From an optimization exercise on the open Yosys and OpenROAD flow, aimed at small area; shortcuts taken in it are not production practice.
In this exercise RTL edits were held to simulation tests only and were not proved equivalent to the original.
Power figures rest on the tool's default switching activity, not on a simulated workload.

## design/flow/config.mk

```make
export PLATFORM = sky130hd
export DESIGN_NAME = lcdc
export DESIGN_NICKNAME = lcdc
export VERILOG_FILES = /design/flow/design.v
export SDC_FILE = /design/flow/constraint.sdc
export NUM_CORES = 4
export LEC_CHECK = 0
export CAP_MARGIN = 20
export CORE_MARGIN = 2
export CORE_UTILIZATION = 60
export CTS_BUF_LIST = sky130_fd_sc_hd__clkbuf_8
export SLEW_MARGIN = 20
export BUFFER_PORTS_ARGS = -buffer_cell sky130_fd_sc_hd__buf_1
export CTS_ARGS = -sink_clustering_enable -repair_clock_nets -buf_list sky130_fd_sc_hd__clkbuf_8 -sink_clustering_size 30 -sink_clustering_max_diameter 100 -dont_use_dummy_load
```

## design/flow/standard.sh

```bash
#!/bin/bash
# synth_recipe.tcl (not shown) runs the flow's synth.tcl, then flattens the netlist and writes it again
# the make line also repeats each setting of config.mk as NAME=value (left out here)
make -C /OpenROAD-flow-scripts/flow DESIGN_CONFIG=/design/flow/config.mk WORK_HOME=/design/flow/orfs CLKGATE_MAP_FILE= SYNTH_SCRIPT=/design/flow/synth_recipe.tcl "${@:-finish}"
```

## design/flow/flow/area.abc

```
strash
&get -n
&fraig -x
&put
scorr
dc2
strash
&get -n
&deepsyn -T 10 
&put
strash
&get -n
&dch -f
&nf -R 1000 -p -F 8 -C 32
&put
```

## design/flow/constraint.sdc

```tcl
create_clock -name core_clock -period 10.0 [get_ports {clk}]
set_input_delay 2.0000 -clock core_clock [delete_from_list [all_inputs] [get_ports {clk}]]
set_output_delay 2.0000 -clock core_clock [all_outputs]
set_load 0.01 [all_outputs]
```

## design/flow/flow/run.sh

```bash
#!/bin/bash
# Layout flow: the standard layout (standard.sh) with three changes.
#  1. Synthesis is the standard flow's synthesis script with one difference: ABC maps the
#     logic with the area-oriented script flow/area.abc instead of ORFS's speed
#     script. ABC runs after the flip-flops are mapped, so the registers, their
#     names and cells are those of the standard synthesis.
#  2. The port buffers use the smallest buffer cell (buf_1).
#  3. The clock tree uses clkbuf_8 and inserts no dummy loads.
# Each step's full output goes to a log file in this folder (synth.log,
# layout.log); ORFS's own per-step logs are under orfs/logs/.
set -euo pipefail
W=$(pwd)
F=$W/flow

# 1. synthesis script
sed "s#^source \$::env(SCRIPTS_DIR)/synth_preamble.tcl\$#&\nlset abc_args 1 $F/area.abc#" \
    "$FLOW_HOME/scripts/synth.tcl" > "$W/synth_area.tcl"
grep -q "^lset abc_args 1 " "$W/synth_area.tcl"
sed "s#^source \$::env(SCRIPTS_DIR)/synth.tcl\$#source $W/synth_area.tcl#" \
    "$W/synth_recipe.tcl" > "$W/area_synth.tcl"
grep -q "synth_area.tcl" "$W/area_synth.tcl"
sed "s#SYNTH_SCRIPT=[^ ]*#SYNTH_SCRIPT=$W/area_synth.tcl#" "$W/standard.sh" > "$W/synth_area.sh"
grep -q "SYNTH_SCRIPT=$W/area_synth.tcl" "$W/synth_area.sh"

# 2. and 3.
cat >> "$W/config.mk" <<'EOC'
export BUFFER_PORTS_ARGS = -buffer_cell sky130_fd_sc_hd__buf_1
export CTS_ARGS = -sink_clustering_enable -repair_clock_nets -buf_list sky130_fd_sc_hd__clkbuf_8 -sink_clustering_size 30 -sink_clustering_max_diameter 100 -dont_use_dummy_load
EOC

bash "$W/synth_area.sh" synth > "$W/synth.log" 2>&1
bash "$W/standard.sh" > "$W/layout.log" 2>&1
```

## design/flow/design.v

```verilog
module lcdc_encode (
    input  wire [4:0]  code,
    input  wire [15:0] arg,
    output reg  [15:0] bytes,      
    output reg         two_bytes,  
    output reg         long_exec,  
    output reg  [2:0]  cls         
);
    localparam [2:0] C_BASIC = 3'd0, C_EXT = 3'd1, C_SELB = 3'd2, C_SELE = 3'd3,
                     C_SELG  = 3'd4, C_NOACC = 3'd5;
    always @(*) begin
        bytes[7:0] = code[4] ? {2'b10, arg[5:0]} : arg[7:0];
        bytes[15:8] = 8'h00;
        two_bytes = 1'b0;
        long_exec = 1'b0;
        cls       = C_BASIC;
        case (code)
            5'd0: begin  
                bytes[15:8] = arg[15:8];
                two_bytes   = 1'b1;
            end
            5'd1: begin  
                bytes[15:8] = 8'h01;
                long_exec   = 1'b1;
            end
            5'd2:  bytes[15:8] = 8'h02;                           
            5'd3:  bytes[15:8] = {6'b000001, arg[1:0]};           
            5'd4:  bytes[15:8] = {5'b00001, arg[2:0]};            
            5'd5:  bytes[15:8] = {4'b0001, arg[1:0], 2'b00};      
            5'd6:  cls = C_SELB;                                  
            5'd7:  bytes[15:8] = {2'b01, arg[5:0]};               
            5'd8:  bytes[15:8] = {1'b1, arg[6:0]};                
            5'd9:  begin bytes[15:8] = 8'h01; cls = C_EXT; end    
            5'd10: begin bytes[15:8] = 8'h03; cls = C_EXT; end    
            5'd11: begin bytes[15:8] = 8'h02; cls = C_EXT; end    
            5'd12: begin bytes[15:8] = {6'b000001, arg[1:0]}; cls = C_EXT; end  
            5'd13: cls = C_SELE;                                  
            5'd14: cls = C_SELG;                                  
            5'd15: begin bytes[15:8] = {3'b010, arg[4:0]}; cls = C_EXT; end  
            5'd16: begin  
                bytes[15:8] = {4'b1000, arg[11:8]};
                two_bytes   = 1'b1;
                cls         = C_EXT;
            end
            default: cls = C_NOACC;
        endcase
    end
endmodule
module lcdc (
    input  wire        clk,
    input  wire        rst,
    input  wire        tick,
    input  wire        cmd_valid,
    output wire        cmd_ready,
    input  wire [2:0]  cmd_op,
    input  wire [1:0]  cmd_line,
    input  wire [4:0]  cmd_code,
    input  wire [15:0] cmd_arg,
    output reg         done,
    output reg  [15:0] rdata,
    output wire        rs,
    output wire        rw,
    output wire [3:0]  e,
    output wire [3:0]  d_out,
    output wire        d_oe,
    input  wire [3:0]  d_in
);
    localparam OP_EXEC = 3'd0, OP_STATUS = 3'd1, OP_RAMRD = 3'd2, OP_WAIT = 3'd3, OP_INIT = 3'd4;
    localparam [1:0] M_BASIC = 2'b00, M_EXT = 2'b10, M_GRAPH = 2'b11;
    localparam [2:0] C_BASIC = 3'd0, C_EXT = 3'd1, C_SELB = 3'd2, C_SELE = 3'd3,
                     C_SELG  = 3'd4, C_NOACC = 3'd5, C_READ = 3'd6, C_INIT = 3'd7;
    localparam [2:0] S_IDLE  = 3'd0,
                     S_PLAN  = 3'd1,   
                     S_DWAIT = 3'd2,   
                     S_BUS   = 3'd3,   
                     S_TWAIT = 3'd4;   
    reg [2:0]  state;
    reg [2:0]  opc;
    reg [1:0]  line_r;
    reg        acc_two;      
    reg        acc_long;     
    reg [2:0]  init_step;    
    reg [1:0]  nib;          
    reg [1:0]  phase;        
    reg [15:0] sh;           
    reg [10:0] rem [0:3];
    reg [1:0]  mode [0:3];
    wire st_settle = ~init_step[1];                    
    wire st_2      = init_step[1] & ~init_step[2];     
    wire st_3      = init_step[2] & init_step[0];      
    wire st_4      = init_step[2] & ~init_step[0];     
    wire        in_bus  = (state == S_BUS);
    wire [10:0] rem_cur = rem[line_r];
    wire        dl_ok   = (rem_cur == 11'd0);
    wire [1:0]  cur_mode = mode[line_r];
    wire [5:0]  rep     = sh[5:0];
    wire is_read = (opc == C_READ);
    wire is_init = (opc == C_INIT);
    reg        pl_cmd;       
    reg [1:0]  pl_mode;      
    reg        pl_final;     
    always @(*) begin
        pl_cmd   = 1'b0;
        pl_mode  = M_EXT;
        pl_final = 1'b0;
        case (opc)
            C_BASIC: begin
                if (cur_mode == M_GRAPH)      pl_mode = M_EXT;
                else if (cur_mode == M_EXT)   pl_mode = M_BASIC;
                else begin pl_cmd = 1'b1; pl_final = 1'b1; end
            end
            C_EXT: begin
                if (cur_mode == M_BASIC)      pl_mode = M_EXT;
                else begin pl_cmd = 1'b1; pl_final = 1'b1; end
            end
            C_SELB: begin
                if (cur_mode == M_GRAPH)      pl_mode = M_EXT;
                else begin pl_mode = M_BASIC; pl_final = 1'b1; end
            end
            C_SELE: pl_final = 1'b1;
            default: begin  
                if (cur_mode == M_BASIC)      pl_mode = M_EXT;
                else begin pl_mode = M_GRAPH; pl_final = 1'b1; end
            end
        endcase
    end
    wire is_exec = (opc <= C_SELG);
    wire cmd_acc = is_exec & pl_cmd;
    wire sel_acc = is_exec & ~pl_cmd;
    wire two_eff  = acc_two & (is_read | cmd_acc);
    wire long_eff = (cmd_acc & acc_long) | (is_init & st_3);
    reg [3:0] init_nib;
    always @(*) begin
        if (!nib[0])
            init_nib = st_settle ? 4'h2 : 4'h0;
        else
            init_nib = {st_2, st_2 | st_4, st_4, st_3};
    end
    assign cmd_ready = (state == S_IDLE);
    wire   act   = (state != S_IDLE);
    assign rw    = act & is_read;
    assign rs    = act & acc_two & (is_read | (cmd_acc & (opc == C_BASIC)));
    assign d_oe  = ~(in_bus & is_read);
    assign d_out = {4{act}} & (is_init ? init_nib :
                               sel_acc ? (nib[0] ? {1'b0, pl_mode, 1'b0} : 4'h2) :
                               sh[15:12]);
    wire   e_on  = in_bus & phase[0];
    assign e = {4{e_on}} & (4'b0001 << line_r);
    wire [15:0] enc_bytes;
    wire        enc_two, enc_long;
    wire [2:0]  enc_cls;
    lcdc_encode u_enc (
        .code     (cmd_code),
        .arg      (cmd_arg),
        .bytes    (enc_bytes),
        .two_bytes(enc_two),
        .long_exec(enc_long),
        .cls      (enc_cls)
    );
    wire accept   = (state == S_IDLE) & cmd_valid;
    wire comp     = in_bus & (nib == 2'd3) & (phase == 2'b10);
    wire tw_zero  = (state == S_TWAIT) & dl_ok;
    wire tw_done  = tw_zero & (rep == 6'd0);
    wire reload   = tw_zero & (rep != 6'd0) & tick;
    wire init_acc = accept & (cmd_op == OP_INIT);
    wire        ld      = init_acc | reload | comp;
    wire [1:0]  ld_line = (state == S_IDLE) ? cmd_line : line_r;
    wire        sel1600 = (state != S_BUS) | long_eff;
    wire        sel100  = is_init & st_settle;
    wire [10:0] ld_val  = sel1600 ? (tick ? 11'h505 : 11'h282) :    
                          sel100  ? (tick ? 11'h191 : 11'h0c8) :    
                                    (tick ? 11'h7ab : 11'h7d5);     
    integer k;
    always @(posedge clk) begin
        for (k = 0; k < 4; k = k + 1) begin
            if (rst)
                rem[k] <= 11'd0;
            else if (ld && ld_line == k[1:0])
                rem[k] <= ld_val;
            else if (tick && rem[k] != 11'd0)
                rem[k] <= {rem[k][9:0], ~(rem[k][10] ^ rem[k][8])};
        end
    end
    always @(posedge clk) begin
        for (k = 0; k < 4; k = k + 1) begin
            if (rst)
                mode[k] <= M_BASIC;
            else if (line_r == k[1:0]) begin
                if (tw_done)
                    mode[k] <= M_BASIC;
                else if (comp && sel_acc)
                    mode[k] <= pl_mode;
            end
        end
    end
    always @(posedge clk) begin
        if (rst) begin
            state <= S_IDLE;
            done  <= 1'b0;
        end else begin
            done <= 1'b0;
            case (state)
                S_IDLE: if (cmd_valid) begin
                    case (cmd_op)
                        OP_EXEC:             state <= S_PLAN;
                        OP_STATUS, OP_RAMRD,
                        OP_WAIT:             state <= S_DWAIT;
                        OP_INIT:             state <= S_TWAIT;
                        default:             done  <= 1'b1;
                    endcase
                end
                S_PLAN: begin
                    if (opc == C_NOACC) begin
                        done  <= 1'b1;
                        state <= S_IDLE;
                    end else
                        state <= S_DWAIT;
                end
                S_DWAIT: if (dl_ok) begin
                    if (opc == C_NOACC) begin
                        done  <= 1'b1;
                        state <= S_IDLE;
                    end else
                        state <= S_BUS;
                end
                S_TWAIT: if (tw_done) state <= S_DWAIT;
                S_BUS: if (comp) begin
                    if (is_init) begin
                        if (st_settle)
                            state <= S_TWAIT;
                        else if (st_4) begin
                            done  <= 1'b1;
                            state <= S_IDLE;
                        end else
                            state <= S_DWAIT;
                    end else if (is_read || pl_final) begin
                        done  <= 1'b1;
                        state <= S_IDLE;
                    end else
                        state <= S_PLAN;
                end
                default: state <= S_IDLE;
            endcase
        end
    end
    always @(posedge clk) begin
        if (rst || (accept && cmd_op == OP_STATUS))
            rdata <= 16'd0;
        else if (in_bus && is_read && phase == 2'b11)
            rdata <= {rdata[11:0], d_in};
    end
    always @(posedge clk) begin
        if (accept) begin
            line_r    <= cmd_line;
            init_step <= 3'd0;
            case (cmd_op)
                OP_EXEC: begin
                    opc      <= enc_cls;
                    acc_two  <= enc_two;
                    acc_long <= enc_long;
                    sh       <= enc_bytes;
                end
                OP_STATUS, OP_RAMRD: begin
                    opc     <= C_READ;
                    acc_two <= (cmd_op == OP_RAMRD);
                end
                OP_INIT: begin
                    opc <= C_INIT;
                    sh[5:0] <= 6'h33;    
                end
                default: opc <= C_NOACC;
            endcase
        end else begin
            if (comp)
                init_step <= {init_step[1:0], ~init_step[2]};
            if (reload)
                sh[5:0] <= {rep[4:0], ~(rep[5] ^ rep[4])};
            else if (in_bus && cmd_acc && phase == 2'b10)
                sh <= {sh[11:0], 4'h0};
        end
        if (in_bus) begin
            phase <= {phase[0], ~phase[1]};
            if (phase == 2'b10)
                nib <= nib + 2'd1;
        end else begin
            phase <= 2'b00;
            nib   <= {~two_eff, 1'b0};
        end
    end
endmodule
```

==> impl_results.md, run 1 <==
* Clock latency (worst-skew pair) at 360 ps
* Port bufs at 62
* Cell Area, Synth at 0.00466 mm²
* Synth async-reset ratio at 0%
* Clock transition at the registers of the reported paths at 90 ps
* Via density at 6.52
* Antenna viol nets, final at 0
* Number of buffers inserted during clock tree synthesis at 9
* H-Tree Depth at 3
* Initial core utilization at 61.0%
* PostCTS Resize Cnt at 0
* Initial antenna violation count at 0
* Row Count at 32
* Worst setup EP type: output pin
* Largest net degree at the start of global routing at 25
* Post-Synthesis Cells at 499
* Crit path from: line_r[1]
* Crit-path max FO at 11
* Placeable core area at 0.00765 mm²
* Fin Clk Skew at 20.8 ps
* TritonCTS Sinks at 102
* Share of layout cells above drive strength 1 at 2.27%
* Top post-synthesis cells by area: dfxtp_1 33%, edfxtp_1 15%, a221o_1 6.7%
* Internal reg-to-reg setup slack at 5550 ps
* Mean Syn Cell Area at 9.35 µm²
* Worst flop-to-flop path startpoint: rem[1][3]
* Most frequent CP cell: nand2_1
* GR Overflow Total at 0
* Crit-path slowest cell: edfxtp_1
* Final setup viols at 0
* Post-synth EDFFs at 24
* Nets at 614
* CTS root buf: clkbuf_8
* Synth-to-Final Area Change at 11.0%
* Crit-path cells: nor2b_1, nand2_1, nand2_1, a221oi_1, a21oi_1, a211o_1, nor3b_1, nand3b_1, nand2_1, nor2_1, a2111oi_0, buf_1
* Post-detail-place hpwl at 8720 µm
* Synth warn at 4
* Post-synth cell types at 42
* Inst Count DP at 666
* Pwr Total at 1.06 mW
* Placement Setup Slack at 4720 ps
* Final hold slack at 478 ps
* Post-Layout Inst Area at 0.00518 mm²
* Global Route Usage Sum at 28.7%
* VDD IR max at 0.117 mV
* Final cell utilization of the core at 67.7%
* Vias in the first global route at 4016
* Crit-path max cell delay at 550 ps
* Top cells by count, synth: 78 x dfxtp_1, 75 x nor2_1, 41 x nand2_1, 31 x a221o_1, 29 x nor3_1
* CTS tree: done
* RSZ-0062 raised after global routing: false
* Diode count at 0
* Max-Slew Margin vs Limit at 35.0%
* Worst path arrival time at 3530 ps
* WP data required at 8000 ps
* R2R Path End: rem[0][7]
* Crit start category: flip-flop
* Pwr Density at 204 mW/mm²
* Placed inst area at 0.00505 mm²
* Die X at 92.2 µm
* F_max at 0.181 GHz
* 1st-pass router iterations at 5
* Leading area contributor after synthesis: dfxtp_1
* Maxcap violations at 0
* Leak at 1.80 nW
* DR vias at 4404
* Finished Layout Cells at 675
* Worst-case clock buffer depth at 2
* I/O pin count at 63
* Cell with the most instances after synthesis: dfxtp_1
* Fin Setup TNS at 0 ps
* Routability Congestion at 0.920
* Post-synth top area share at 33.5%
* Yosys reg bits at 102
* Worst hold path class: flip-flop to flip-flop
* Setup slack after layout at 4470 ps
* Min Clock Period, post-route at 5530 ps
* Hold Violations, Final at 0
* Final Max Tran Viols at 0
* Worst Tran Pin Value at 967 ps
* Type of the worst setup path: flip-flop to output pin
* Primary FF master, synth: dfxtp_1
* Total Wirelength at 12000 µm
* Initial DRC Count at 375
* Die Ht at 92.2 µm
* Drt drc at 0
* Syn Nets at 538
* Routed WL per cell at 17.8 µm
* CTS Hold Buffers Added at 0
* Status: complete, no violations
* CP endpoint: d_out[2]
* Global-route wire length before repair at 19400 µm
* R2R depth at 12
* Fin crit share at 55.3%
* Seq/Total Area, Yosys at 48.9%
* Die area at 0.00850 mm²
* Post-CTS Setup Bufs at 0
## how the worst min path moves through the flow
stage / cells after the start / from / to / slack, ps
2_1_floorplan: 1 / mode[1][1] / mode[1][1] / 440
3_3_place_gp: 1 / mode[2][0] / mode[2][0] / 450
3_5_place_dp: 1 / mode[2][1] / mode[2][1] / 460
4_1_cts: 1 / mode[1][1] / mode[1][1] / 480
5_1_grt: 1 / rdata[7] / rdata[11] / 500
6_report: 1 / mode[1][0] / mode[1][0] / 480
## cells by family after synthesis
family,after synthesis,synth area share (%)
and+or+nand+nor,208,20.9
AOI/OAI and AO/OA,163,26.7
DFF,102,48.9
buffers and inverters,17,1.37
adders and majority gates,5,1.34
xor gates and xnor gates,4,0.751
## sequential cells by signal, summed over array words and instances (netlist names)
| signal | count |
|---|---|
| acc_long | 1 |
| acc_two | 1 |
| done | 1 |
| init_step | 3 |
| line_r | 2 |
| mode | 8 |
| nib | 2 |
| opc | 3 |
| phase | 2 |
| rdata | 16 |
| rem | 44 |
| sh | 16 |
| state | 3 |
## worst max-delay path: cells and delay by family, from the launching register on
family,cells,cell delay [ps]
flip-flops,1,550
buffers and inverters,1,190
AND/OR/NAND/NOR,7,1140
AO/OA/AOI/OAI,4,1290
## per-layer routing
metal / track usage [%] / part of all wire (%) / up-vias
li1: - / - / 2101
met1: 39.9 / 45 / 2071
met2: 43.8 / 45 / 200
met3: 5.83 / 6.8 / 32
met4: 12.1 / 2.7 / 0
met5: 0 / 0 / -
## area by class of cell
class                   instances  area [µm²]
fillers                       658        2470
multi-input cells             380        2320
flip-flops and latches        102        2280
repair buffers                 65         255
well taps                     102         128
clock buffers                   9         124
inverters                      17        63.8
## layout by cell type (no fill, tap or decap), drive strengths merged, types with 3 or more instances in the layout
cell	n
dfxtp	78
nor2	75
buf	65
nand2	41
a221o	31
nor3	29
a22o	26
edfxtp	24
o21ai	24
a21oi	22
clkinv	17
nor4	15
nand2b	12
a22oi	12
o22ai	10
clkbuf	9
nor2b	7
nand3	7
and3	6
a32o	6
a222oi	5
ha	5
a211oi	4
and2	4
a32oi	4
a31oi	4
a221oi	4
xnor2	4
or3	3
## report_power, final
| part | leakage, nW | internal [mW] | switching (mW) |
|---|---|---|---|
| Sequential | 0.849 | 0.477 | 0.0418 |
| Clock | 0.0647 | 0.0810 | 0.122 |
| Combinational | 0.884 | 0.117 | 0.220 |
==> inputs of run 2 (changes only) <==
--- a/design/flow/design.v
+++ b/design/flow/design.v
@@ -70,9 +70,12 @@
     localparam [2:0] C_BASIC = 3'd0, C_EXT = 3'd1, C_SELB = 3'd2, C_SELE = 3'd3,
                      C_SELG  = 3'd4, C_NOACC = 3'd5, C_READ = 3'd6, C_INIT = 3'd7;
-    localparam [2:0] S_IDLE  = 3'd0,
-                     S_PLAN  = 3'd1,   
-                     S_DWAIT = 3'd2,   
-                     S_BUS   = 3'd3,   
-                     S_TWAIT = 3'd4;   
+    localparam [2:0] S_IDLE  = 3'b000,
+                     S_PLAN  = 3'b001,   
+                     S_DWAIT = 3'b010,   
+                     S_TWAIT = 3'b011,   
+                     S_SETUP = 3'b100,
+                     S_EN1   = 3'b101,
+                     S_EN2   = 3'b111,
+                     S_HOLD  = 3'b110;   
     reg [2:0]  state;
     reg [2:0]  opc;
@@ -82,5 +85,4 @@
     reg [2:0]  init_step;    
     reg [1:0]  nib;          
-    reg [1:0]  phase;        
     reg [15:0] sh;           
     reg [10:0] rem [0:3];
@@ -90,5 +92,6 @@
     wire st_3      = init_step[2] & init_step[0];      
     wire st_4      = init_step[2] & ~init_step[0];     
-    wire        in_bus  = (state == S_BUS);
+    wire        in_bus  = state[2];
+    wire [1:0]  phase   = state[1:0];
     wire [10:0] rem_cur = rem[line_r];
     wire        dl_ok   = (rem_cur == 11'd0);
@@ -166,5 +169,5 @@
     wire        ld      = init_acc | reload | comp;
     wire [1:0]  ld_line = (state == S_IDLE) ? cmd_line : line_r;
-    wire        sel1600 = (state != S_BUS) | long_eff;
+    wire        sel1600 = ~in_bus | long_eff;
     wire        sel100  = is_init & st_settle;
     wire [10:0] ld_val  = sel1600 ? (tick ? 11'h505 : 11'h282) :    
@@ -222,8 +225,11 @@
                         state <= S_IDLE;
                     end else
-                        state <= S_BUS;
+                        state <= S_SETUP;
                 end
                 S_TWAIT: if (tw_done) state <= S_DWAIT;
-                S_BUS: if (comp) begin
+                S_SETUP: state <= S_EN1;
+                S_EN1:   state <= S_EN2;
+                S_EN2:   state <= S_HOLD;
+                S_HOLD: if (!comp) state <= S_SETUP; else begin
                     if (is_init) begin
                         if (st_settle)
@@ -240,5 +246,4 @@
                         state <= S_PLAN;
                 end
-                default: state <= S_IDLE;
             endcase
         end
@@ -279,12 +284,8 @@
                 sh <= {sh[11:0], 4'h0};
         end
-        if (in_bus) begin
-            phase <= {phase[0], ~phase[1]};
-            if (phase == 2'b10)
-                nib <= nib + 2'd1;
-        end else begin
-            phase <= 2'b00;
-            nib   <= {~two_eff, 1'b0};
-        end
+        if (!in_bus)
+            nib <= {~two_eff, 1'b0};
+        else if (phase == 2'b10)
+            nib <= nib + 2'd1;
     end
 endmodule
--- a/design/flow/flow/run.sh
+++ b/design/flow/flow/run.sh
@@ -26,5 +26,5 @@
 cat >> "$W/config.mk" <<'EOC'
 export BUFFER_PORTS_ARGS = -buffer_cell sky130_fd_sc_hd__buf_1
-export CTS_ARGS = -sink_clustering_enable -repair_clock_nets -buf_list sky130_fd_sc_hd__clkbuf_8 -sink_clustering_size 30 -sink_clustering_max_diameter 100 -dont_use_dummy_load
+export CTS_ARGS = -sink_clustering_enable -repair_clock_nets -buf_list sky130_fd_sc_hd__clkbuf_8 -dont_use_dummy_load
 EOC
 
--- a/design/flow/config.mk
+++ b/design/flow/config.mk
@@ -12,3 +12,3 @@
 export SLEW_MARGIN = 20
 export BUFFER_PORTS_ARGS = -buffer_cell sky130_fd_sc_hd__buf_1
-export CTS_ARGS = -sink_clustering_enable -repair_clock_nets -buf_list sky130_fd_sc_hd__clkbuf_8 -sink_clustering_size 30 -sink_clustering_max_diameter 100 -dont_use_dummy_load
+export CTS_ARGS = -sink_clustering_enable -repair_clock_nets -buf_list sky130_fd_sc_hd__clkbuf_8 -dont_use_dummy_load
==> impl_results.md, run 2 <==
* Post-detail-place hpwl at 8520 µm
* Leading area contributor after synthesis: dfxtp_1
* 1st-pass router iterations at 5
* Placed inst area at 0.00500 mm²
* Post-CTS Setup Bufs at 0
* Cell with the most instances after synthesis: dfxtp_1
* Synth-to-Final Area Change at 11.5%
* Fin Clk Skew at 32.9 ps
* Pwr Density at 145 mW/mm²
* P_sw at 0.204 mW
* Diode count at 0
* Vias in the first global route at 3866
* Syn Nets at 542
* Synth async-reset ratio at 0%
* Fin crit share at 54.9%
* Final cell utilization of the core at 69.8%
* Global Route Usage Sum at 28.3%
* Port bufs at 62
* Max reg flops at 44
* Post-Synthesis Cells at 503
* CTS tree: done
* Finished Layout Cells at 675
* Worst path arrival time at 5740 ps
* Fin Setup TNS at 0 ps
* Leak at 1.77 nW
* Inst Count DP at 666
* Final hold slack at 472 ps
* Worst Tran Pin Value at 1030 ps
* Top cells by count, synth: 76 x dfxtp_1, 61 x nor2_1, 50 x nand2_1, 42 x o21ai_0, 31 x a21oi_1
* Seq/Total Area, Yosys at 48.6%
* Switch share at 27.4%
* Post-synth cell types at 42
* Worst hold path class: flip-flop to flip-flop
* Final Max Tran Viols at 0
* Cell Area, Synth at 0.00462 mm²
* Status: complete, no violations
* Type of the worst setup path: input pin to flip-flop
* Die area at 0.00841 mm²
* CTS Hold Buffers Added at 0
* Hold Violations, Final at 0
* Worst setup EP type: flip-flop
* Yosys reg bits at 100
* Top post-synthesis cells by area: dfxtp_1 33%, edfxtp_1 16%, nor2_1 5.0%
* Largest net degree at the start of global routing at 28
* Initial DRC Count at 331
* H-Tree Depth at 3
* Commonest non-fill, non-tap cell in the layout: dfxtp_1
* WP data required at 10260 ps
* Maxcap violations at 0
* Nets at 617
* I/O pin count at 63
* Post-Layout Inst Area at 0.00515 mm²
* Via density at 6.41
* Post-synth EDFFs at 24
* Total Wirelength at 11700 µm
* RSZ-0062 raised after global routing: false
* Die Ht at 91.7 µm
* Clock transition at the registers of the reported paths at 90 ps
* Clock power share at 27.2%
* DR vias at 4326
* Mean Syn Cell Area at 9.18 µm²
* Reg with most FFs: rem
* Post-synth top area share at 33.0%
* Share of power burned in registers at 58.7%
* Drt drc at 0
* Initial antenna violation count at 0
* Max-Slew Margin vs Limit at 31.2%
* Combinational share of power at 14.1%
* Initial core utilization at 62.6%
* Clock latency (worst-skew pair) at 370 ps
* TritonCTS Sinks at 100
* CTS root buf: clkbuf_8
* Placeable core area at 0.00737 mm²
* Min Clock Period, post-route at 5490 ps
* Crit-path max FO at 27
* VDD IR max at 0.0975 mV
* GR Overflow Total at 0
* Final setup viols at 0
* Worst-case clock buffer depth at 2
* Routability Congestion at 0.902
* F_max at 0.182 GHz
* Synth warn at 4
* Global-route wire length before repair at 19200 µm
* Crit start category: input pin
* Pint at 0.541 mW
* Number of buffers inserted during clock tree synthesis at 9
* Commonest non-fill, non-tap cells in the layout: 76 x dfxtp_1, 62 x buf_1, 61 x nor2_1, 50 x nand2_1, 42 x o21ai_0
* Row Count at 31
* Share of layout cells above drive strength 1 at 2.60%
* Primary FF master, synth: dfxtp_1
* PostCTS Resize Cnt at 0
* Die X at 91.7 µm
* Top flop regs: rem x44, rdata x16, sh x16
* Antenna viol nets, final at 0
* Routed WL per cell at 17.3 µm
==> run 2: cell count changes in the layout (fill, tap and decap cells not counted), sizes merged, moves of 4 or more <==
cell	previous run	this run
nor2	75	61
nand2	41	50
a22oi	12	26
a222oi	5	0
a21oi	22	31
o22ai	10	4
a221o	31	19
clkinv	17	11
nor3	29	22
nand3	7	12
o21ai	24	42
a32oi	4	0
==> run 2: kinds of logic (layout without fill, tap and decap cells) <==
logic type | Yosys count | after routing | share of synthesized area [%]
buffers and inverters | 11 | 84 | 0.895
AOI/OAI and AO/OA | 180 | 180 | 27.5
muxes | 1 | 1 | 0.217
xor gates and xnor gates | 4 | 4 | 0.759
and+or+nand+nor | 202 | 202 | 20.7
adders and majority gates | 5 | 5 | 1.36
DFF | 100 | 100 | 48.6
==> run 2: layout make-up <==
type,count,area (µm²)
Multi-Input combinational cell,392,2370
Sequential cell,100,2240
Clock buffer,9,124
Fill cell,614,2220
Tap cell,99,124
Inverter,11,41.3
Timing Repair Buffer,64,248
==> run 2: per-stage QoR <==
step / total power, mW / setup WS [ps]
floorplan: 0.511 / 5190
global placement: 0.546 / 4460
detailed placement: 0.549 / 4220
CTS: 0.745 / 4600
global route: 0.776 / 4150
finish: 0.745 / 4510
==> run 2: power by group through the flow <==
stage                     sequential (mW)  clock (mW)  combinational, mW
after CTS                           0.438       0.205              0.103
final                               0.438       0.202              0.105
after global placement              0.446           0             0.0997
after global routing                0.439       0.219              0.117
after detailed placement            0.447           0              0.102
after floorplan                     0.443           0             0.0674
==> run 2: final timing paths <==
path	cells past startpoint	endpoint	slack [ps]	from
hold / removal	1	mode[1][1]	470	mode[1][1]
setup reg to reg	11	rem[1][0]	5310	state[2]
hold reg to reg	1	mode[1][1]	470	mode[1][1]
setup / recovery	11	rem[1][0]	4510	cmd_valid
==> run 2: layer usage <==
| layer | vias to the layer above | part of all wire (%) | track usage, % |
|---|---|---|---|
| met5 | - | 0 | 0 |
| met1 | 2049 | 46 | 40.8 |
| li1 | 2098 | - | - |
| met2 | 170 | 47 | 45.0 |
| met4 | 0 | 0.73 | 4.85 |
| met3 | 9 | 6.4 | 5.75 |
==> run 2: worst max-delay path, cell delays in order <==
cell,delay (ps)
buf_1,90
nand2_1,410
clkinv_1,770
and3_1,550
nand2_1,90
o21ai_0,220
nor2_1,340
clkinv_1,110
a31oi_1,500
nor3_1,260
a221o_1,400
==> inputs of run 3 (changes only) <==
--- a/design/flow/config.mk
+++ b/design/flow/config.mk
@@ -6,9 +6,9 @@
 export NUM_CORES = 4
 export LEC_CHECK = 0
-export CAP_MARGIN = 20
+export CAP_MARGIN = 0
 export CORE_MARGIN = 2
 export CORE_UTILIZATION = 60
 export CTS_BUF_LIST = sky130_fd_sc_hd__clkbuf_8
-export SLEW_MARGIN = 20
+export SLEW_MARGIN = 0
 export BUFFER_PORTS_ARGS = -buffer_cell sky130_fd_sc_hd__buf_1
 export CTS_ARGS = -sink_clustering_enable -repair_clock_nets -buf_list sky130_fd_sc_hd__clkbuf_8 -dont_use_dummy_load
==> impl_results.md, run 3 <==
* Commonest non-fill, non-tap cells in the layout: 76 x dfxtp_1, 62 x buf_1, 61 x nor2_1, 50 x nand2_1, 42 x o21ai_0
* Placement Setup Slack at 4220 ps
* Worst flop-to-flop path startpoint: rem[0][3]
* Hold Violations, Final at 0
* CTS tree: done
* Share of layout cells above drive strength 1 at 2.26%
* Final hold slack at 472 ps
* Post-synth cell types at 42
* Routed WL per cell at 17.2 µm
* PostCTS Resize Cnt at 0
* Worst setup EP type: flip-flop
* DR vias at 4332
* TritonCTS Sinks at 100
* Crit-path cells: buf_1, clkinv_1, nor4_1, clkinv_1, nor2_1, o21ai_0, o21ai_0, nor2_1, clkinv_1, a31oi_1, nor3_1, a221o_1
* Switch share at 27.4%
* Syn Nets at 542
* Post-synth EDFFs at 24
* Min Clock Period, post-route at 5550 ps
* Die area at 0.00841 mm²
* Fin Setup TNS at 0 ps
* Cell Area, Synth at 0.00462 mm²
* Hold Crit Start: mode[1][1]
* Most frequent CP cell: clkinv_1
* Total Wirelength at 11600 µm
* Pint at 0.541 mW
* H-Tree Depth at 3
* Worst Tran Pin Value at 1250 ps
* Global Route Usage Sum at 28.3%
* Leading area contributor after synthesis: dfxtp_1
* I/O pin count at 63
* Post-Synthesis Cells at 503
* RSZ-0062 raised after global routing: false
* Setup slack after layout at 4450 ps
* Global-route wire length before repair at 19200 µm
* Largest net degree at the start of global routing at 28
* Top cells by count, synth: 76 x dfxtp_1, 61 x nor2_1, 50 x nand2_1, 42 x o21ai_0, 31 x a21oi_1
* Maxcap violations at 0
* Synth warn at 4
* GR Overflow Total at 0
* Port bufs at 62
* Crit-path max FO at 11
* Placeable core area at 0.00737 mm²
* VDD IR max at 0.0979 mV
* CTS Hold Buffers Added at 0
* Leak at 1.76 nW
* Top flop regs: rem x44, rdata x16, sh x16
* Post-detail-place hpwl at 8520 µm
* Initial DRC Count at 310
* Share of power burned in registers at 58.7%
* Via density at 6.42
* Mean Syn Cell Area at 9.18 µm²
* Worst-case clock buffer depth at 2
* Die Ht at 91.7 µm
* Status: complete, no violations
* Routability Congestion at 0.902
* 1st-pass router iterations at 5
* Fin Clk Skew at 34.5 ps
* Crit-path max cell delay at 960 ps
* Worst path arrival time at 5860 ps
* Final Max Tran Viols at 0
* Cell with the most instances after synthesis: dfxtp_1
* Max-Slew Margin vs Limit at 16.1%
* Clock power share at 27.3%
* Final setup viols at 0
* Synth-to-Final Area Change at 11.0%
* Row Count at 31
* Post-synth top area share at 33.0%
* Max reg flops at 44
* CTS root buf: clkbuf_8
* Antenna viol nets, final at 0
* Crit-path slowest cell: nor4_1
* Reg with most FFs: rem
* Type of the worst setup path: input pin to flip-flop
* Initial antenna violation count at 0
* Fin crit share at 55.5%
* Drt drc at 0
* Vias in the first global route at 3866
* Seq/Total Area, Yosys at 48.6%
* Top post-synthesis cells by area: dfxtp_1 33%, edfxtp_1 16%, nor2_1 5.0%
* WP data required at 10310 ps
* Crit start category: input pin
* Die X at 91.7 µm
* Synth async-reset ratio at 0%
* Worst hold path class: flip-flop to flip-flop
* Nets at 617
* Post-CTS Setup Bufs at 0
* Diode count at 0
* P_sw at 0.205 mW
* Primary FF master, synth: dfxtp_1
* Initial core utilization at 62.6%
* Number of buffers inserted during clock tree synthesis at 9
* Clock transition at the registers of the reported paths at 90 ps
* Yosys reg bits at 100
* Crit path from: tick
* Commonest non-fill, non-tap cell in the layout: dfxtp_1
* Pwr Density at 146 mW/mm²
* Combinational share of power at 13.9%
* Clock latency (worst-skew pair) at 380 ps
* F_max at 0.180 GHz
[run 3: cell counts after synthesis]
Identical to the previous run, type by type.
[run 3: kinds of logic after synthesis]
logic type,count (synthesis),synth area share (%)
buffers and inverters,11,0.895
xor gates and xnor gates,4,0.759
DFF,100,48.6
muxes,1,0.217
and+or+nand+nor,202,20.7
adders and majority gates,5,1.36
AOI/OAI and AO/OA,180,27.5
[run 3: area by class of cell]
cell class                      instances  area, µm²
Inverter                               11       41.3
Fill cell                             614       2250
Tap cell                               99        124
Sequential cell                       100       2240
Clock buffer                            9        124
Multi-Input combinational cell        392       2340
Timing Repair Buffer                   64        248
[run 3: path summary, 6_finish.rpt]
path | end | slack, ps | cells after the start
setup / recovery | rem[1][0] | 4450 | 12
hold / removal | mode[1][1] | 470 | 1
setup reg to reg | rem[1][0] | 5270 | 15
hold reg to reg | mode[1][1] | 470 | 1
[run 3: metrics by stage]
step                      utilization, %  power [mW]  cell area [µm²]  instances
final                               69.5       0.745             5120        675
after detailed placement            67.8       0.549             5000        666
after CTS                           69.5       0.745             5120        675
after global routing                69.5       0.774             5120        675
after global placement              67.8       0.546             5000        666
after floorplan                        -       0.511             4620        503
[run 3: critical path: cells and delay by family]
kind                   cells  cell delay, ps
and+or+nand+nor            4            2050
AOI/OAI and AO/OA          4             770
buffers and inverters      4            1050
[run 3: layer usage]
layer	share of wire [%]	track usage, %	vias up
li1	-	-	2102
met1	46	40.8	2050
met2	46	45.0	167
met3	6.4	5.75	13
met4	0.85	4.85	0
met5	0	0	-
[run 3: power by group through the flow]
| stage | combinational, mW | sequential [mW] | clock (mW) |
|---|---|---|---|
| after floorplan | 0.0674 | 0.443 | 0 |
| after global placement | 0.0997 | 0.446 | 0 |
| after detailed placement | 0.102 | 0.447 | 0 |
| after CTS | 0.103 | 0.438 | 0.205 |
| after global routing | 0.116 | 0.439 | 0.219 |
| final | 0.104 | 0.438 | 0.204 |
==> inputs of run 4 (changes only) <==
--- a/design/flow/config.mk
+++ b/design/flow/config.mk
@@ -8,5 +8,5 @@
 export CAP_MARGIN = 0
 export CORE_MARGIN = 2
-export CORE_UTILIZATION = 60
+export CORE_UTILIZATION = 80
 export CTS_BUF_LIST = sky130_fd_sc_hd__clkbuf_8
 export SLEW_MARGIN = 0
==> impl_results.md, run 4 <==
* Post-synth cell types at 42
* Xor/xnor share of the synthesized area at 0.759%
* Row Count at 27
* I/O pin count at 63
* Syn Nets at 542
* Leading area contributor after synthesis: dfxtp_1
* Simple-Gate Fraction of Synth Area at 20.7%
* Synth warn at 4
* Yosys reg bits at 100
* Post-synth EDFFs at 24
* Primary FF master, synth: dfxtp_1
* Cell Area, Synth at 0.00462 mm²
* Cell with the most instances after synthesis: dfxtp_1
* Status: aborted with a tool error
* Die X at 80.0 µm
* Post-Synthesis Cells at 503
* Post-Synth Adder-Cell Area at 1.36%
* Mean Syn Cell Area at 9.18 µm²
* Synth async-reset ratio at 0%
* Seq/Total Area, Yosys at 48.6%
* Mux share of post-synthesis cell area at 0.217%
* Initial core utilization at 83.3%
* Last stage: 3_3_place_gp
* Top cells by count, synth: 76 x dfxtp_1, 61 x nor2_1, 50 x nand2_1, 42 x o21ai_0, 31 x a21oi_1
* Synth Area in Compound Gates at 27.5%
* Die Ht at 80.0 µm
* Post-synth top area share at 33.0%
* Port bufs at 62
* Tool Error: [ERROR GPL-0301] Utilization 100.884 % exceeds 100%.
* Top post-synthesis cells by area: dfxtp_1 33%, edfxtp_1 16%, nor2_1 5.0%
* Largest family of logic cells by synthesized area: compound AO/OA/AOI/OAI gates
[run 4: kinds of logic after synthesis]
group	after synthesis
AOI/OAI and AO/OA	180
buffers and inverters	11
adders and majority gates	5
xor gates and xnor gates	4
DFF	100
muxes	1
and+or+nand+nor	202
==> inputs of run 5 (changes only) <==
--- a/design/flow/flow/run.sh
+++ b/design/flow/flow/run.sh
@@ -26,5 +26,5 @@
 cat >> "$W/config.mk" <<'EOC'
 export BUFFER_PORTS_ARGS = -buffer_cell sky130_fd_sc_hd__buf_1
-export CTS_ARGS = -sink_clustering_enable -repair_clock_nets -buf_list sky130_fd_sc_hd__clkbuf_8 -dont_use_dummy_load
+export CTS_ARGS = -sink_clustering_enable -repair_clock_nets -buf_list sky130_fd_sc_hd__clkbuf_16 -dont_use_dummy_load
 EOC
 
==> design/flow/config.mk (replaced) <==
export PLATFORM = sky130hd
export DESIGN_NAME = lcdc
export DESIGN_NICKNAME = lcdc
export VERILOG_FILES = /design/flow/design.v
export SDC_FILE = /design/flow/constraint.sdc
export NUM_CORES = 4
export LEC_CHECK = 0
export CAP_MARGIN = 20
export CORE_MARGIN = 2
export CORE_UTILIZATION = 60
export CTS_BUF_LIST = sky130_fd_sc_hd__clkbuf_8
export SLEW_MARGIN = 20
export BUFFER_PORTS_ARGS = -buffer_cell sky130_fd_sc_hd__buf_1
export CTS_ARGS = -sink_clustering_enable -repair_clock_nets -buf_list sky130_fd_sc_hd__clkbuf_16 -dont_use_dummy_load
==> impl_results.md, run 5 <==
* CP endpoint: rem[1][0]
* Fin crit share at 56.0%
* Seq/Total Area, Yosys at 48.6%
* Crit-path max cell delay at 780 ps
* Worst path arrival time at 5830 ps
* Status: complete, no violations
* Final Max Tran Viols at 0
* Post-synth cell types at 42
* Mean Syn Cell Area at 9.18 µm²
* Post-synth EDFFs at 24
* Via density at 6.43
* Syn Nets at 542
* Post-synth top area share at 33.0%
* Routability Congestion at 0.902
* Maxcap violations at 0
* I/O pin count at 63
* Vias in the first global route at 3856
* Primary FF master, synth: dfxtp_1
* Finished Layout Cells at 675
* Final hold slack at 468 ps
* F_max at 0.178 GHz
* VDD IR max at 0.110 mV
* Synth-to-Final Area Change at 13.7%
* Crit-path max FO at 27
* Final setup viols at 0
* GR Overflow Total at 0
* R2R depth at 11
* Routed WL per cell at 17.6 µm
* Initial core utilization at 62.6%
* Largest net degree at the start of global routing at 28
* Die Ht at 91.7 µm
* Worst hold path class: flip-flop to flip-flop
* Diode count at 0
* Number of buffers inserted during clock tree synthesis at 9
* Placeable core area at 0.00737 mm²
* Global Route Usage Sum at 28.5%
* Placement Setup Slack at 4220 ps
* Clock latency (worst-skew pair) at 340 ps
* Top cells by count, synth: 76 x dfxtp_1, 61 x nor2_1, 50 x nand2_1, 42 x o21ai_0, 31 x a21oi_1
* Worst-case clock buffer depth at 2
* Setup slack after layout at 4400 ps
* PostCTS Resize Cnt at 0
* Drt drc at 0
* Antenna viol nets, final at 0
* Crit-path slowest cell: clkinv_1
* CTS Hold Buffers Added at 0
* Total Wirelength at 11900 µm
* Initial antenna violation count at 0
* TritonCTS Sinks at 100
* Synth warn at 4
* Yosys reg bits at 100
* CP delay by family, top: simple AND/OR/NAND/NOR gates
* CTS root buf: clkbuf_16
* Leading area contributor after synthesis: dfxtp_1
* Top post-synthesis cells by area: dfxtp_1 33%, edfxtp_1 16%, nor2_1 5.0%
* GR peak layer: met2
* Die area at 0.00841 mm²
* Leak at 1.81 nW
* Row Count at 31
* Worst setup EP type: flip-flop
* Max-Slew Margin vs Limit at 32.0%
* RSZ-0062 raised after global routing: false
* Crit-path cells: buf_1, nand2_1, clkinv_1, and3_1, nand2_1, o21ai_0, nor2_1, clkinv_1, a31oi_1, nor3_1, a221o_1
* H-Tree Depth at 3
* Grt met3 use at 5.42%
* Worst flop-to-flop path startpoint: state[2]
* Buf/Inv on CP at 3
* Pwr Density at 159 mW/mm²
* Min Clock Period, post-route at 5600 ps
* Type of the worst setup path: input pin to flip-flop
* Post-CTS Setup Bufs at 0
* CTS tree: done
* Global-route wire length before repair at 19300 µm
* Commonest non-fill, non-tap cell in the layout: dfxtp_1
* Max reg flops at 44
* Crit path from: cmd_valid
* Cell with the most instances after synthesis: dfxtp_1
* Worst Tran Pin Value at 1010 ps
* Post-detail-place hpwl at 8520 µm
* Fin Clk Skew at 21.7 ps
* Final cell utilization of the core at 71.2%
* 1st-pass router iterations at 5
* Crit start category: input pin
* Top flop regs: rem x44, rdata x16, sh x16
* WP data required at 10220 ps
* Nets at 617
* Cell Area, Synth at 0.00462 mm²
* GR met1 Demand/Resource at 41.0%
* Share of layout cells above drive strength 1 at 2.60%
* Hold Violations, Final at 0
* Clock transition at the registers of the reported paths at 60 ps
* Stages on the worst setup path at 11
* Post-Synthesis Cells at 503
* Commonest non-fill, non-tap cells in the layout: 76 x dfxtp_1, 62 x buf_1, 61 x nor2_1, 50 x nand2_1, 42 x o21ai_0
* Reg with most FFs: rem
* Initial DRC Count at 336
* DR vias at 4343
* Fin Setup TNS at 0 ps
* R2R Path End: rem[1][0]
* Met2 Use GR at 45.8%
* Port bufs at 62
* Inst Count DP at 666
* Synth async-reset ratio at 0%
* Internal reg-to-reg setup slack at 5220 ps
* Die X at 91.7 µm
-- run 5: power breakdown --
part | switching (mW) | internal, mW | leakage [nW]
Sequential | 0.0120 | 0.427 | 0.832
Combinational | 0.0718 | 0.0340 | 0.869
Clock | 0.131 | 0.159 | 0.111
Total | 0.215 | 0.619 | 1.81
-- run 5: cell families (layout without fill, tap and decap cells) --
| kind of cell | Yosys count | in the layout | synth area share, % |
|---|---|---|---|
| AND/OR/NAND/NOR | 202 | 202 | 20.7 |
| buffers and inverters | 11 | 84 | 0.895 |
| XOR/XNOR | 4 | 4 | 0.759 |
| flip-flops | 100 | 100 | 48.6 |
| adder cells (fa/ha/maj) | 5 | 5 | 1.36 |
| AO/OA/AOI/OAI | 180 | 180 | 27.5 |
| multiplexers | 1 | 1 | 0.217 |
-- run 5: metal layers --
layer  routed length, µm  up-vias
met5                   0        -
met4                 125        0
met3                 840       13
met2                5530      178
met1                5360     2052
li1                    -     2100
-- run 5: worst min-delay path by stage --
stage                     from    endpoint  slack (ps)  cells after the start
floorplan           mode[2][0]  mode[2][0]         440                      1
global placement    mode[1][0]  mode[1][0]         450                      1
detailed placement  mode[1][1]  mode[1][1]         450                      1
CTS                 mode[1][1]  mode[1][1]         470                      1
global route        mode[1][1]  mode[1][1]         490                      1
finish              mode[1][1]  mode[1][1]         470                      1
-- run 5: per-stage QoR --
stage          total power, mW  instance area, µm²
2_1_floorplan            0.511                4620
3_3_place_gp             0.546                5000
3_5_place_dp             0.549                5000
4_1_cts                  0.834                5220
5_1_grt                  0.865                5250
6_report                 0.834                5250
-- run 5: area by class of cell --
| class | instances | area (µm²) |
|---|---|---|
| multi-input cells | 392 | 2370 |
| flip-flops and latches | 100 | 2240 |
| inverters | 11 | 41.3 |
| repair buffers | 64 | 248 |
| fillers | 588 | 2120 |
| clock buffers | 9 | 225 |
| well taps | 99 | 124 |
==> inputs of run 6 (changes only) <==
--- a/design/flow/design.v
+++ b/design/flow/design.v
@@ -111,9 +111,9 @@
                 if (cur_mode == M_GRAPH)      pl_mode = M_EXT;
                 else if (cur_mode == M_EXT)   pl_mode = M_BASIC;
-                else begin pl_cmd = 1'b1; pl_final = 1'b1; end
+                else begin pl_cmd = 1'b1; pl_final = 1'b1; pl_mode = cur_mode; end
             end
             C_EXT: begin
                 if (cur_mode == M_BASIC)      pl_mode = M_EXT;
-                else begin pl_cmd = 1'b1; pl_final = 1'b1; end
+                else begin pl_cmd = 1'b1; pl_final = 1'b1; pl_mode = cur_mode; end
             end
             C_SELB: begin
@@ -122,8 +122,9 @@
             end
             C_SELE: pl_final = 1'b1;
-            default: begin  
+            C_SELG: begin
                 if (cur_mode == M_BASIC)      pl_mode = M_EXT;
                 else begin pl_mode = M_GRAPH; pl_final = 1'b1; end
             end
+            default: pl_mode = M_BASIC;   
         endcase
     end
@@ -190,7 +191,5 @@
                 mode[k] <= M_BASIC;
             else if (line_r == k[1:0]) begin
-                if (tw_done)
-                    mode[k] <= M_BASIC;
-                else if (comp && sel_acc)
+                if (tw_done || (comp && is_exec))
                     mode[k] <= pl_mode;
             end
--- a/design/flow/flow/run.sh
+++ b/design/flow/flow/run.sh
@@ -26,5 +26,5 @@
 cat >> "$W/config.mk" <<'EOC'
 export BUFFER_PORTS_ARGS = -buffer_cell sky130_fd_sc_hd__buf_1
-export CTS_ARGS = -sink_clustering_enable -repair_clock_nets -buf_list sky130_fd_sc_hd__clkbuf_16 -dont_use_dummy_load
+export CTS_ARGS = -repair_clock_nets -buf_list sky130_fd_sc_hd__clkbuf_8 -dont_use_dummy_load
 EOC
 
==> design/flow/config.mk (replaced) <==
export PLATFORM = sky130hd
export DESIGN_NAME = lcdc
export DESIGN_NICKNAME = lcdc
export VERILOG_FILES = /design/flow/design.v
export SDC_FILE = /design/flow/constraint.sdc
export NUM_CORES = 4
export LEC_CHECK = 0
export CAP_MARGIN = 0
export CORE_MARGIN = 2
export CORE_UTILIZATION = 60
export CTS_BUF_LIST = sky130_fd_sc_hd__clkbuf_8
export SLEW_MARGIN = 0
export BUFFER_PORTS_ARGS = -buffer_cell sky130_fd_sc_hd__buf_1
export CTS_ARGS = -repair_clock_nets -buf_list sky130_fd_sc_hd__clkbuf_8 -dont_use_dummy_load
==> impl_results.md, run 6 <==
* Stages on the worst setup path at 8
* Crit-path slowest cell: nor4_1
* Fin Clk Skew at 33.3 ps
* Global Route Usage Sum at 29.1%
* Cell Area, Synth at 0.00460 mm²
* Port bufs at 62
* Hold Violations, Final at 0
* Post-synth top area share at 33.1%
* Die X at 91.5 µm
* Worst setup EP type: flip-flop
* Final Max Tran Viols at 0
* TritonCTS Sinks at 100
* Cell with the most instances after synthesis: dfxtp_1
* Clock power share at 26.6%
* Crit path from: tick
* Placement Setup Slack at 4590 ps
* Switch share at 28.4%
* Yosys reg bits at 100
* Mux share of post-synthesis cell area at 0.435%
* Synth async-reset ratio at 0%
* Global-route wire length before repair at 19500 µm
* CTS root buf: clkbuf_8
* Leak at 1.76 nW
* Largest net degree at the start of global routing at 24
* Maxcap violations at 0
* DR vias at 4359
* Vias in the first global route at 4031
* Worst Tran Pin Value at 1150 ps
* PostCTS Resize Cnt at 0
* Reg area at 0.00224 mm²
* Worst path arrival time at 5410 ps
* Worst hold path class: flip-flop to flip-flop
* Most frequent CP cell: clkinv_1
* Total Wirelength at 11900 µm
* Post-synth cell types at 41
* Post-CTS Setup Bufs at 0
* Status: complete, no violations
* Fin crit share at 51.5%
* Mean Syn Cell Area at 9.38 µm²
* 1st-pass router iterations at 5
* Primary FF master, synth: dfxtp_1
* Post-synth EDFFs at 24
* Buf/Inv on CP at 3
* R2R depth at 9
* Placeable core area at 0.00733 mm²
* Post-detail-place hpwl at 8780 µm
* Crit-path max cell delay at 910 ps
* R2R Path End: rem[3][3]
* Initial core utilization at 62.7%
* RSZ-0062 raised after global routing: false
* Min Clock Period, post-route at 5150 ps
* Crit-path max FO at 15
* Die area at 0.00838 mm²
* Drt drc at 0
* F_max at 0.194 GHz
* VDD IR max at 0.0955 mV
* H-Tree Depth at 3
* Post-Synthesis Cells at 490
* Seq/Total Area, Yosys at 48.8%
* CP delay by family, top: simple AND/OR/NAND/NOR gates
* Worst-case clock buffer depth at 2
* Top flop regs: rem x44, rdata x16, sh x16
* Simple-Gate Fraction of Synth Area at 20.3%
* Number of buffers inserted during clock tree synthesis at 9
* Commonest non-fill, non-tap cell in the layout: dfxtp_1
* Routed WL per cell at 18.0 µm
* Internal reg-to-reg setup slack at 5720 ps
* Crit-path cells: buf_1, clkinv_1, nor4_1, a21oi_1, o21ai_0, nor3_1, a222oi_1, clkinv_1
* Synth Area in Compound Gates at 26.9%
* Commonest non-fill, non-tap cells in the layout: 76 x dfxtp_1, 66 x nor2_1, 62 x buf_1, 39 x nand2_1, 36 x nor3_1
* Syn Nets at 529
* Leading area contributor after synthesis: dfxtp_1
* Synth warn at 4
* Share of layout cells above drive strength 1 at 2.30%
* CTS tree: done
* WP data required at 10260 ps
* Combinational share of power at 15.8%
* Initial antenna violation count at 0
* Type of the worst setup path: input pin to flip-flop
* Nets at 605
* Max reg flops at 44
* Clock transition at the registers of the reported paths at 110 ps
* Largest family of logic cells by synthesized area: compound AO/OA/AOI/OAI gates
* CTS Hold Buffers Added at 0
* Top post-synthesis cells by area: dfxtp_1 33%, edfxtp_1 16%, a221o_1 5.7%
* I/O pin count at 63
* Xor/xnor share of the synthesized area at 1.33%
* P_sw at 0.216 mW
* Initial DRC Count at 299
* Fillers at 624
* Worst flop-to-flop path startpoint: state[2]
* Pwr Total at 0.763 mW
* Top cells by count, synth: 76 x dfxtp_1, 66 x nor2_1, 39 x nand2_1, 36 x nor3_1
* GR Overflow Total at 0
* Diode count at 0
* Row Count at 31
* Synth-to-Final Area Change at 11.1%
* Die Ht at 91.5 µm
* Reg with most FFs: rem
* Routability Congestion at 0.931
* Pint at 0.547 mW
* Max-Slew Margin vs Limit at 23.0%
* Share of power burned in registers at 57.6%
* Antenna viol nets, final at 0
* Final setup viols at 0
* Post-Synth Adder-Cell Area at 1.36%
* Clock latency (worst-skew pair) at 370 ps
* Pwr Density at 150 mW/mm²
* Fin Setup TNS at 0 ps
* CP endpoint: rem[1][6]
* Multi-input gate area at 0.00232 mm²
* Setup slack after layout at 4850 ps
* Crit start category: input pin
* Via density at 6.57
run 6: how the worst min path moves through the flow:
stage	start	endpoint	slack, ps	cells after the start
floorplan	mode[1][0]	mode[1][0]	440	1
global placement	mode[1][0]	mode[1][0]	460	1
detailed placement	mode[1][0]	mode[1][0]	460	1
CTS	mode[1][0]	mode[1][0]	480	1
global route	mode[2][0]	mode[2][0]	490	1
finish	rdata[14]	rdata[14]	480	1
run 6: worst reg2reg max path, stage by stage (launching register included):
cell and delay [ps]:
dfxtp_1 700, nor3_1 320, nand2_1 610, clkinv_1 630, and3_1 450, nand3_1 110
o21ai_0 180, nor3_1 880, a22oi_1 210, o21ai_0 110
run 6: final cells by class:
class | count | share of cell area [%]
Tap cell | 99 | 2.43
Multi-Input combinational cell | 379 | 45.4
Sequential cell | 100 | 43.9
Clock buffer | 9 | 2.43
Timing Repair Buffer | 65 | 5.00
Inverter | 11 | 0.809
run 6: cell families (layout without fill, tap and decap cells):
| kind of cell | count (synthesis) | after routing |
|---|---|---|
| buffers and inverters | 11 | 85 |
| flip-flops | 100 | 100 |
| XOR/XNOR | 7 | 7 |
| AO/OA/AOI/OAI | 166 | 166 |
| adder cells (fa/ha/maj) | 5 | 5 |
| AND/OR/NAND/NOR | 199 | 199 |
| multiplexers | 2 | 2 |
run 6: power by group through the flow:
| stage | registers (mW) | clock network, mW | logic [mW] |
|---|---|---|---|
| after global placement | 0.448 | 0 | 0.116 |
| final | 0.439 | 0.203 | 0.121 |
| after CTS | 0.439 | 0.206 | 0.119 |
| after global routing | 0.441 | 0.220 | 0.135 |
| after floorplan | 0.445 | 0 | 0.0788 |
| after detailed placement | 0.448 | 0 | 0.118 |
run 6: routing by layer:
layer	vias to the layer above	global-route usage, %	wire length, µm
li1	2076	-	-
met1	2058	38.2	5090
met2	206	48.2	5690
met3	19	6.06	916
met4	0	9.09	220
met5	-	0	0
run 6: metrics by stage:
step	util (%)	cells	hold slack, ps	instance area (µm²)
final	69.7	663	482	5110
after global routing	69.7	663	495	5110
after CTS	69.7	663	479	5110
after detailed placement	68.0	654	460	4980
after global placement	68.0	654	458	4980
after floorplan	-	490	443	4600
==> inputs of run 7 (changes only) <==
--- a/design/flow/flow/run.sh
+++ b/design/flow/flow/run.sh
@@ -26,5 +26,5 @@
 cat >> "$W/config.mk" <<'EOC'
 export BUFFER_PORTS_ARGS = -buffer_cell sky130_fd_sc_hd__buf_1
-export CTS_ARGS = -repair_clock_nets -buf_list sky130_fd_sc_hd__clkbuf_8 -dont_use_dummy_load
+export CTS_ARGS = -sink_clustering_enable -repair_clock_nets -buf_list sky130_fd_sc_hd__clkbuf_8 -dont_use_dummy_load
 EOC
 
--- a/design/flow/config.mk
+++ b/design/flow/config.mk
@@ -8,7 +8,7 @@
 export CAP_MARGIN = 0
 export CORE_MARGIN = 2
-export CORE_UTILIZATION = 60
+export CORE_UTILIZATION = 70
 export CTS_BUF_LIST = sky130_fd_sc_hd__clkbuf_8
 export SLEW_MARGIN = 0
 export BUFFER_PORTS_ARGS = -buffer_cell sky130_fd_sc_hd__buf_1
-export CTS_ARGS = -repair_clock_nets -buf_list sky130_fd_sc_hd__clkbuf_8 -dont_use_dummy_load
+export CTS_ARGS = -sink_clustering_enable -repair_clock_nets -buf_list sky130_fd_sc_hd__clkbuf_8 -dont_use_dummy_load
==> impl_results.md, run 7 <==
* Primary FF master, synth: dfxtp_1
* Top cells by count, synth: 76 x dfxtp_1, 66 x nor2_1, 39 x nand2_1, 36 x nor3_1
* Worst Tran Pin Value at 1120 ps
* Worst flop-to-flop path startpoint: state[2]
* Die area at 0.00723 mm²
* Fillers at 471
* Max reg flops at 44
* Fin Setup TNS at 0 ps
* Reg with most FFs: rem
* Synth warn at 4
* Post-synth EDFFs at 24
* Post-detail-place hpwl at 8610 µm
* TritonCTS Sinks at 100
* Initial DRC Count at 431
* Clock transition at the registers of the reported paths at 80 ps
* Commonest non-fill, non-tap cells in the layout: 76 x dfxtp_1, 66 x nor2_1, 62 x buf_1, 39 x nand2_1, 36 x nor3_1
* CTS Hold Buffers Added at 0
* 1st-pass router iterations at 9
* Min Clock Period, post-route at 5090 ps
* Syn Nets at 529
* Fin Clk Skew at 23.2 ps
* Synth-to-Final Area Change at 10.6%
* Crit start category: input pin
* Crit path from: tick
* DR vias at 4409
* Total Wirelength at 11900 µm
* Hold Violations, Final at 0
* Share of layout cells above drive strength 1 at 2.48%
* Routability Congestion at 0.986
* Largest net degree at the start of global routing at 24
* Final cell utilization of the core at 80.1%
* Pwr Density at 150 mW/mm²
* I/O pin count at 63
* CTS tree: done
* Worst hold path class: flip-flop to flip-flop
* Seq/Total Area, Yosys at 48.8%
* Initial antenna violation count at 0
* H-Tree Depth at 3
* WP data required at 10240 ps
* Final Max Tran Viols at 0
* Row Count at 29
* Status: complete, no violations
* Type of the worst setup path: input pin to flip-flop
* GR Overflow Total at 0
* Yosys reg bits at 100
* Cell with the most instances after synthesis: dfxtp_1
* Clock latency (worst-skew pair) at 370 ps
* Leak at 1.76 nW
* Nets at 606
* Inst Count DP at 633
* Leading area contributor after synthesis: dfxtp_1
* Initial core utilization at 72.4%
* Number of buffers inserted during clock tree synthesis at 9
* Die X at 85.0 µm
* Vias in the first global route at 4124
* Via density at 6.87
* Worst setup EP type: flip-flop
* Worst Hold Depth at 1
* Finished Layout Cells at 642
* Post-CTS Setup Bufs at 0
* Reg area at 0.00224 mm²
* Global Route Usage Sum at 33.5%
* Diode count at 0
* Synth async-reset ratio at 0%
* VDD IR max at 0.128 mV
* Cell Area, Synth at 0.00460 mm²
* Max-Slew Margin vs Limit at 24.9%
* Port bufs at 62
* Global-route wire length before repair at 19500 µm
* Top post-synthesis cells by area: dfxtp_1 33%, edfxtp_1 16%, a221o_1 5.7%
* Internal reg-to-reg setup slack at 5780 ps
* Multi-input gate area at 0.00232 mm²
* RSZ-0062 raised after global routing: false
* F_max at 0.197 GHz
* Routed WL per cell at 18.5 µm
* Antenna viol nets, final at 0
* Die Ht at 85.0 µm
* Post-Synthesis Cells at 490
* CTS root buf: clkbuf_8
* Hold Crit Endpoint: mode[0][1]
* Fin crit share at 50.9%
* Post-synth cell types at 41
* Final setup viols at 0
* Top flop regs: rem x44, rdata x16, sh x16
* Maxcap violations at 0
* PostCTS Resize Cnt at 0
* R2R Path End: rem[3][3]
* Commonest non-fill, non-tap cell in the layout: dfxtp_1
* Worst-case clock buffer depth at 2
* Drt drc at 0
* Post-synth top area share at 33.1%
* Placeable core area at 0.00635 mm²
* Worst path arrival time at 5330 ps
* Hold Crit Start: mode[0][1]
* Crit-path max FO at 15
* Mean Syn Cell Area at 9.38 µm²
* R2R depth at 9
-- run 7: cell counts after synthesis --
No cell type changed its count.
-- run 7: area by class of cell --
class,count,area share [%]
multi-input cells,379,45.6
flip-flops and latches,100,44.1
repair buffers,66,5.17
clock buffers,9,2.44
well taps,77,1.89
inverters,11,0.812
-- run 7: stage by stage --
stage | setup WS [ps] | hold WS [ps] | total power, mW | cell area [µm²]
after global placement | 4830 | 459 | 0.564 | 4960
after CTS | 4990 | 490 | 0.763 | 5090
after detailed placement | 4630 | 466 | 0.568 | 4960
after global routing | 4620 | 504 | 0.794 | 5090
final | 4910 | 491 | 0.763 | 5090
after floorplan | 5630 | 443 | 0.524 | 4600
-- run 7: worst max path at each step --
stage               slack (ps)        end  cells after the start
finish                    4910  rem[0][6]                      8
CTS                       4990   d_out[2]                     12
detailed placement        4630  rem[0][6]                      8
global placement          4830  rem[1][6]                      8
floorplan                 5630  rem[3][1]                      8
global route              4620  rem[0][6]                      8
-- run 7: where the power goes --
part	internal (mW)	leakage [nW]	switching (mW)
Combinational	0.0400	0.865	0.0829
Sequential	0.427	0.833	0.0130
Clock	0.0809	0.0647	0.119
Total	0.548	1.76	0.215
-- run 7: cells by family (layout without fill, tap and decap cells) --
logic type	Yosys count	after routing	synth area share, %
fa+ha+maj	5	5	1.36
flops	100	100	48.8
compound gates	166	166	26.9
simple gates	199	199	20.3
buf+inv	11	86	0.898
mux	2	2	0.436
xor+xnor	7	7	1.33
-- run 7: critical path: stages --
cell	delay, ps
buf_1	550
clkinv_1	270
nor4_1	930
a21oi_1	270
o32ai_1	410
nor3_1	340
a222oi_1	440
clkinv_1	110
-- run 7: per-layer routing --
metal | track usage, % | share of wire, % | vias to the layer above | wire length, µm
met5 | 0 | 0 | - | 0
met4 | 16.0 | 3.6 | 0 | 427
met3 | 5.84 | 7.2 | 36 | 860
li1 | - | - | 2077 | -
met2 | 54.0 | 48 | 238 | 5680
met1 | 43.8 | 41 | 2058 | 4940
==> inputs of run 8 (changes only) <==
--- a/design/flow/config.mk
+++ b/design/flow/config.mk
@@ -8,5 +8,5 @@
 export CAP_MARGIN = 0
 export CORE_MARGIN = 2
-export CORE_UTILIZATION = 70
+export CORE_UTILIZATION = 60
 export CTS_BUF_LIST = sky130_fd_sc_hd__clkbuf_8
 export SLEW_MARGIN = 0
==> impl_results.md, run 8 <==
* Top cells by count, synth: 76 x dfxtp_1, 66 x nor2_1, 39 x nand2_1, 36 x nor3_1
* GR Overflow Total at 0
* Global Route Usage Sum at 29.1%
* Global-route wire length before repair at 19500 µm
* Clock transition at the registers of the reported paths at 110 ps
* Routed WL per cell at 18.0 µm
* Synth warn at 4
* Final setup viols at 0
* Type of the worst setup path: input pin to flip-flop
* Cell with the most instances after synthesis: dfxtp_1
* Placeable core area at 0.00733 mm²
* Routability Congestion at 0.931
* Synth async-reset ratio at 0%
* Fin Clk Skew at 33.3 ps
* Row Count at 31
* Commonest non-fill, non-tap cell in the layout: dfxtp_1
* Leak at 1.76 nW
* Reg with most FFs: rem
* Drt drc at 0
* Worst-case clock buffer depth at 2
* Hold Violations, Final at 0
* H-Tree Depth at 3
* Top post-synthesis cells by area: dfxtp_1 33%, edfxtp_1 16%, a221o_1 5.7%
* Total Wirelength at 11900 µm
* Cell Area, Synth at 0.00460 mm²
* Worst Tran Pin Value at 1150 ps
* Min Clock Period, post-route at 5150 ps
* Synth-to-Final Area Change at 11.1%
* CTS tree: done
* Commonest non-fill, non-tap cells in the layout: 76 x dfxtp_1, 66 x nor2_1, 62 x buf_1, 39 x nand2_1, 36 x nor3_1
* Max reg flops at 44
* Nets at 605
* Worst flop-to-flop path startpoint: state[2]
* Worst setup EP type: flip-flop
* CTS Hold Buffers Added at 0
* Share of layout cells above drive strength 1 at 2.30%
* Primary FF master, synth: dfxtp_1
* DR vias at 4359
* 1st-pass router iterations at 5
* Diode count at 0
* Die X at 91.5 µm
* Post-CTS Setup Bufs at 0
* VDD IR max at 0.0955 mV
* Top flop regs: rem x44, rdata x16, sh x16
* Fillers at 624
* PostCTS Resize Cnt at 0
* Fin crit share at 51.5%
* Post-Synthesis Cells at 490
* Initial core utilization at 62.7%
* Pwr Density at 150 mW/mm²
* Post-detail-place hpwl at 8780 µm
* Seq/Total Area, Yosys at 48.8%
* Initial antenna violation count at 0
* Crit start category: input pin
* Crit-path cells: buf_1, clkinv_1, nor4_1, a21oi_1, o21ai_0, nor3_1, a222oi_1, clkinv_1
* Hold Crit Start: rdata[14]
* Crit path from: tick
* CTS root buf: clkbuf_8
* Initial DRC Count at 299
* Status: complete, no violations
* I/O pin count at 63
* Vias in the first global route at 4031
* Worst hold path class: flip-flop to flip-flop
* Die area at 0.00838 mm²
* Yosys reg bits at 100
* Fin Setup TNS at 0 ps
* Clock latency (worst-skew pair) at 370 ps
* Syn Nets at 529
* Antenna viol nets, final at 0
* Number of buffers inserted during clock tree synthesis at 9
* Post-synth cell types at 41
[run 8: changes by cell type in the layout (fill, tap and decap cells not counted)]
cell,before,now
buf_4,4,3
[run 8: layout make-up]
type / count / area (µm²) / area share (%)
clock buffer: 9 / 124 / 2.43
inverter: 11 / 41.3 / 0.809
multi-input combinational: 379 / 2320 / 45.4
sequential: 100 / 2240 / 43.9
tap: 99 / 124 / 2.43
timing repair buffer: 65 / 255 / 5.00
[run 8: logic make-up (layout without fill, tap and decap cells)]
kind of cell	count (synthesis)	count (layout)	share of synthesized area, %
xor gates and xnor gates	7	7	1.33
AOI/OAI and AO/OA	166	166	26.9
adders and majority gates	5	5	1.36
and+or+nand+nor	199	199	20.3
DFF	100	100	48.8
buffers and inverters	11	85	0.898
muxes	2	2	0.436
[run 8: final timing paths]
path | end | slack [ps] | cells past startpoint
worst max-delay path | rem[1][6] | 4850 | 8
worst min-delay path | rdata[14] | 480 | 1
worst max register to register | rem[3][3] | 5720 | 9
worst min register to register | rdata[14] | 480 | 1
[run 8: layer usage]
layer	routed length, µm	up-vias	part of all wire (%)	global-route usage (%)
met1	5090	2058	43	38.2
met3	916	19	7.7	6.06
met5	0	-	0	0
met4	220	0	1.8	9.09
met2	5690	206	48	48.2
li1	-	2076	-	-
[run 8: worst max-delay path, delay by kind of cell]
family | cells | cell delay, ps
AOI/OAI and AO/OA | 3 | 1240
buffers and inverters | 3 | 910
and+or+nand+nor | 2 | 1240
[run 8: where the power goes]
part / total, mW / switching, mW / internal, mW
Combinational: 0.121 / 0.0819 / 0.0389
Sequential: 0.439 / 0.0125 / 0.427
Clock: 0.203 / 0.122 / 0.0811
Total: 0.763 / 0.216 / 0.547
[run 8: metrics by stage]
| stage | setup WS, ps | cells | utilization (%) | power, mW | cell area, µm² |
|---|---|---|---|---|---|
| after floorplan | 5630 | 490 | - | 0.524 | 4600 |
| after global placement | 4650 | 654 | 68.0 | 0.564 | 4980 |
| after detailed placement | 4590 | 654 | 68.0 | 0.567 | 4980 |
| after CTS | 4950 | 663 | 69.7 | 0.764 | 5110 |
| after global routing | 4570 | 663 | 69.7 | 0.796 | 5110 |
| final | 4850 | 663 | 69.7 | 0.763 | 5110 |

Setup slack of run 8, layout unchanged: 4.851 ns with ideal ports, 4.860 ns with driving cells assumed (clock clkbuf_16, inputs buf_2), 4.474 ns with port delays also shifted by the 0.387 ns mid clock arrival.
